This design comes from an exercise in tuning for small area on the open sky130 flow, not from production work.
The RTL was checked by simulation tests, not by an equivalence proof against the original design.
Power and IR drop assume default switching activity.

## sdadc_engine
module sdadc_engine (
    input  wire        clk,
    input  wire        rst,           
    input  wire        tick_i,        
    input  wire        cmd_valid,
    input  wire [31:0] cmd_word,
    output wire        cmd_ready,
    output reg         rsp_valid,
    output wire [2:0]  rsp_status,
    output wire [31:0] rsp_value,
    output wire [3:0]  rsp_recn,
    input  wire        reg_wr_en,
    input  wire [2:0]  reg_wr_addr,
    input  wire [31:0] reg_wr_data,
    input  wire [3:0]  reg_rd_addr,
    output wire [31:0] reg_rd_data,
    input  wire        pin_grant,
    output wire        sclk_o,
    output wire        sclk_oe,
    output wire        din_o,
    output wire        din_oe,
    output wire        dout_o,
    output wire        dout_oe,
    input  wire        dout_i
);
Size in the first run: about 480 flip-flops, about 160 I/O pins, ~21000 um2 of cells after synthesis.
==> flow/config.mk <==
export PLATFORM = sky130hd
export DESIGN_NAME = sdadc_engine
export DESIGN_NICKNAME = sdadc_engine
export VERILOG_FILES = /design/flow/design.v
export SDC_FILE = /design/flow/constraint.sdc
export NUM_CORES = 4
export LEC_CHECK = 0
export CAP_MARGIN = 20
export CORE_MARGIN = 2
export CORE_UTILIZATION = 40
export SLEW_MARGIN = 20
export SYNTH_HIERARCHICAL = 1
export SYNTH_MINIMUM_KEEP_SIZE = 0
==> flow/constraint.sdc <==
create_clock -name core_clock -period 10.0 [get_ports {clk}]
set_input_delay 2.0000 -clock core_clock [delete_from_list [all_inputs] [get_ports {clk}]]
set_output_delay 2.0000 -clock core_clock [all_outputs]
set_load 0.01 [all_outputs]
standard.sh (not shown) runs the stock make flow with config.mk's settings and CLKGATE_MAP_FILE= SYNTH_SCRIPT=/design/flow/synth_recipe.tcl, a recipe that flattens the netlist after the stock synthesis.
==> flow/flow/run.sh <==
#!/bin/bash
# Layout flow: the standard flow (standard.sh) with these changes
#  - synthesis maps the logic with an area-oriented ABC script (amap) instead
#    of ORFS's delay-oriented one; the Yosys steps, and so the registers, are
#    the standard synthesis's;
#  - every port still gets a buffer, but a buf_1 instead of the default pick;
#  - the clock tree is built from clkbuf_8 without dummy loads.
# Each make run's full output goes to its own log file here.
set -uo pipefail
here=$(pwd)

# a copy of ORFS's scripts whose only change is the ABC script
rm -rf "$here/scripts_area"
cp -r "$FLOW_HOME/scripts" "$here/scripts_area"
cp "$here/flow/abc_area_map.script" "$here/scripts_area/abc_speed.script"

bash standard.sh SCRIPTS_DIR="$here/scripts_area" synth > "$here/synth.log" 2>&1 || exit 1

export BUFFER_PORTS_ARGS="-buffer_cell sky130_fd_sc_hd__buf_1"
export CTS_ARGS="-sink_clustering_enable -repair_clock_nets -sink_clustering_size 28 -sink_clustering_max_diameter 70 -buf_list sky130_fd_sc_hd__clkbuf_16 -dont_use_dummy_load"
bash standard.sh > "$here/layout.log" 2>&1
==> flow/flow/abc_area_map.script <==
strash
dc2
dch
amap
strash
dch
amap
strash
dch
amap
topo
stime -c
Edit:
--- a/flow/flow/run.sh
+++ b/flow/flow/run.sh
@@ -18,4 +18,4 @@
 
 export BUFFER_PORTS_ARGS="-buffer_cell sky130_fd_sc_hd__buf_1"
-export CTS_ARGS="-sink_clustering_enable -repair_clock_nets -sink_clustering_size 28 -sink_clustering_max_diameter 70 -buf_list sky130_fd_sc_hd__clkbuf_16 -dont_use_dummy_load"
+export CTS_ARGS="-sink_clustering_enable -repair_clock_nets -sink_clustering_size 10 -sink_clustering_max_diameter 40 -buf_list sky130_fd_sc_hd__clkbuf_4 -dont_use_dummy_load"
 bash standard.sh > "$here/layout.log" 2>&1
Result:
- wire length rose slightly
- global-route usage rose by 0.56 points
- clock power fell by roughly a tenth
- total power fell by a few percent
- synthesized cell count is unchanged
- final cell count rose slightly
- final area fell slightly
- core utilization fell by 0.38 points
Edit:
--- a/flow/flow/run.sh
+++ b/flow/flow/run.sh
@@ -18,4 +18,4 @@
 
 export BUFFER_PORTS_ARGS="-buffer_cell sky130_fd_sc_hd__buf_1"
-export CTS_ARGS="-sink_clustering_enable -repair_clock_nets -sink_clustering_size 10 -sink_clustering_max_diameter 40 -buf_list sky130_fd_sc_hd__clkbuf_4 -dont_use_dummy_load"
+export CTS_ARGS="-sink_clustering_enable -repair_clock_nets -sink_clustering_size 16 -sink_clustering_max_diameter 60 -buf_list sky130_fd_sc_hd__clkbuf_8 -dont_use_dummy_load"
 bash standard.sh > "$here/layout.log" 2>&1
Settings changed: CAP_MARGIN 20 to 0, SLEW_MARGIN 20 to 0.
Result:
- count of clock-buffer cells in the layout came out lower by 32
- final cell count drops by 1.1%
- via count shrinks by 2.5%
- sequential power barely changes
- sequential cell count stays the same
- total power hardly moves
- fmax fell by 1.4%
- worst hold slack improved by 0.0077 ns
Edit:
Settings changed: CAP_MARGIN 0 to 20, CORE_UTILIZATION 40 to 65, PLACE_DENSITY set to 0.75, SLEW_MARGIN 0 to 20.
After rerunning:
- utilization rises by 27 points
- setup slack gets better by 0.12 ns
- sequential power barely changes
- final area is lower by 1.6%
Edit:
Settings changed: CORE_UTILIZATION 65 to 40, PLACE_DENSITY 0.75 to unset.
Via count shrinks by 4.1%.
Core utilization shrinks by 27 points.
Setup slack gets worse by 0.10 ns.
Cell count grows by 11%.
Synthesized cell count stays the same.
Routed wire length grows by 5.6%.
Design area grows by 1.7%.
Non-clock buffer count shrinks by 5.
Clock skew grows by 0.026 ns.
Sequential share of layout area shrinks by 0.70 points.

---

Setup of the baseline:
Another version of the RTL of sdadc_engine (not shown whole).
For scale: roughly 1900 cells after synthesis, about 480 flip-flops, about 160 I/O pins, roughly 0.022 sq mm of cells after synthesis.
Design sdadc_engine, start of the top module:
module sdadc_engine (
    input  wire        clk,
    input  wire        rst,           
    input  wire        tick_i,        
    input  wire        cmd_valid,
    input  wire [31:0] cmd_word,
    output wire        cmd_ready,
    output reg         rsp_valid,
    output wire [2:0]  rsp_status,
    output wire [31:0] rsp_value,
    output wire [3:0]  rsp_recn,
    input  wire        reg_wr_en,
    input  wire [2:0]  reg_wr_addr,
    input  wire [31:0] reg_wr_data,
    input  wire [3:0]  reg_rd_addr,
    output reg  [31:0] reg_rd_data,
    input  wire        pin_grant,
    output wire        sclk_o,
    output wire        sclk_oe,
    output wire        din_o,
    output wire        din_oe,
    output wire        dout_o,
    output wire        dout_oe,
    input  wire        dout_i
);
    localparam [2:0] ST_OK      = 3'd0;
    localparam [2:0] ST_TIMEOUT = 3'd1;
    localparam [2:0] ST_INVALID = 3'd2;
    localparam [2:0] ST_BUSY    = 3'd3;
    localparam [2:0] ST_NORES   = 3'd4;
    localparam [3:0] P_IDLE    = 4'd0;
    localparam [3:0] P_CHECK   = 4'd1;
    localparam [3:0] P_WAIT    = 4'd2;
    localparam [3:0] P_DATA    = 4'd3;
    localparam [3:0] P_TRAIL   = 4'd4;
    localparam [3:0] P_RECOVER = 4'd5;
    localparam [3:0] P_ENTER   = 4'd6;
    localparam [3:0] P_CMD     = 4'd7;
    localparam [3:0] P_PAYLOAD = 4'd8;
    localparam [3:0] P_TURN    = 4'd9;
  ...
clock: 10.0 ns
lec_check: 0
cap_margin: 20
core_margin: 2
core_utilization: 40
cts_buf_list: sky130_fd_sc_hd__clkbuf_8
cts_cluster_diameter: 60
cts_cluster_size: 16
slew_margin: 20
==> flow/flow/run.sh <==
#!/bin/bash
# Layout flow: the standard flow (standard.sh) with three changes
#  - synthesis maps the logic with an area-oriented ABC script (amap) instead
#    of ORFS's delay-oriented one; the Yosys steps, and so the registers, are
#    the standard synthesis's;
#  - every port still gets a buffer, but a buf_1 instead of the default pick;
#  - the clock tree settings come from config.mk as usual.
set -uo pipefail
here=$(pwd)

# a copy of ORFS's scripts whose only change is the ABC script
rm -rf "$here/scripts_area"
cp -r "$FLOW_HOME/scripts" "$here/scripts_area"
cp "$here/flow/abc_area_map.script" "$here/scripts_area/abc_speed.script"

bash standard.sh SCRIPTS_DIR="$here/scripts_area" synth > "$here/synth.log" 2>&1 || exit 1

export BUFFER_PORTS_ARGS="-buffer_cell sky130_fd_sc_hd__buf_1"
bash standard.sh > "$here/layout.log" 2>&1
==> flow/flow/abc_area_map.script <==
strash
dc2
dch
amap
topo
stime -c
diff inputs: the baseline => the candidate
==> flow/flow/abc_area_map.script <==
strash
dch
amap
topo
stime -c
==> comparison <==
Comparing the baseline and the candidate, combinational share of power is lower on the baseline.
The candidate vs the baseline — synthesized area divided by synthesized cell count dropped slightly
The number of global-route vias before repair reported for the candidate is smaller than that of the baseline by 202.
The candidate vs the baseline — sequential share of the synthesized area dropped 0.19 points.

static timing again, ports no longer ideal:
No port has a modelled driver above. Below, the same layouts with a new extraction and two added sets of constraints. Step 1 sets driving cells, clkbuf_16 on the clock port and buf_2 on the other inputs (assumed; they add their load-dependent delay and slew). Step 2 times the ports against the registers' clock, not the clock port: input delays grow and output delays shrink by t, the midpoint of the rising clock arrivals with the driver on. a / b / c = ideal ports / drivers / drivers and shift; a / b = the first two.
run	t (ns)	setup slack, ns	hold slack, ns	worst setup path at the end
the first run of note 1	0.659	3.770 / 3.736 / 3.557	0.479 / 0.479 / 0.479	input to register
the second run of note 1	0.856	3.747 / 3.714 / 3.432	0.470 / 0.470 / 0.470	input to register
the third run of note 1	0.686	3.658 / 3.625 / 3.495	0.478 / 0.478 / 0.478	input to register
the fourth run of note 1	0.642	3.775 / 3.754 / 3.528	0.482 / 0.482 / 0.482	input to register
the fifth run of note 1	0.685	3.672 / 3.639 / 3.510	0.478 / 0.478 / 0.478	input to register
the baseline	0.715	3.012 / 2.990 / 2.990	0.432 / 0.432 / 0.432	input to output
the candidate	0.702	2.806 / 2.781 / 2.781	0.431 / 0.431 / 0.431	input to output
After both steps setup and hold are still met in every run listed. For the second run of note 1, which loses most, drivers alone change the setup slack by -0.033 ns; drivers and shift together by -0.315 ns.
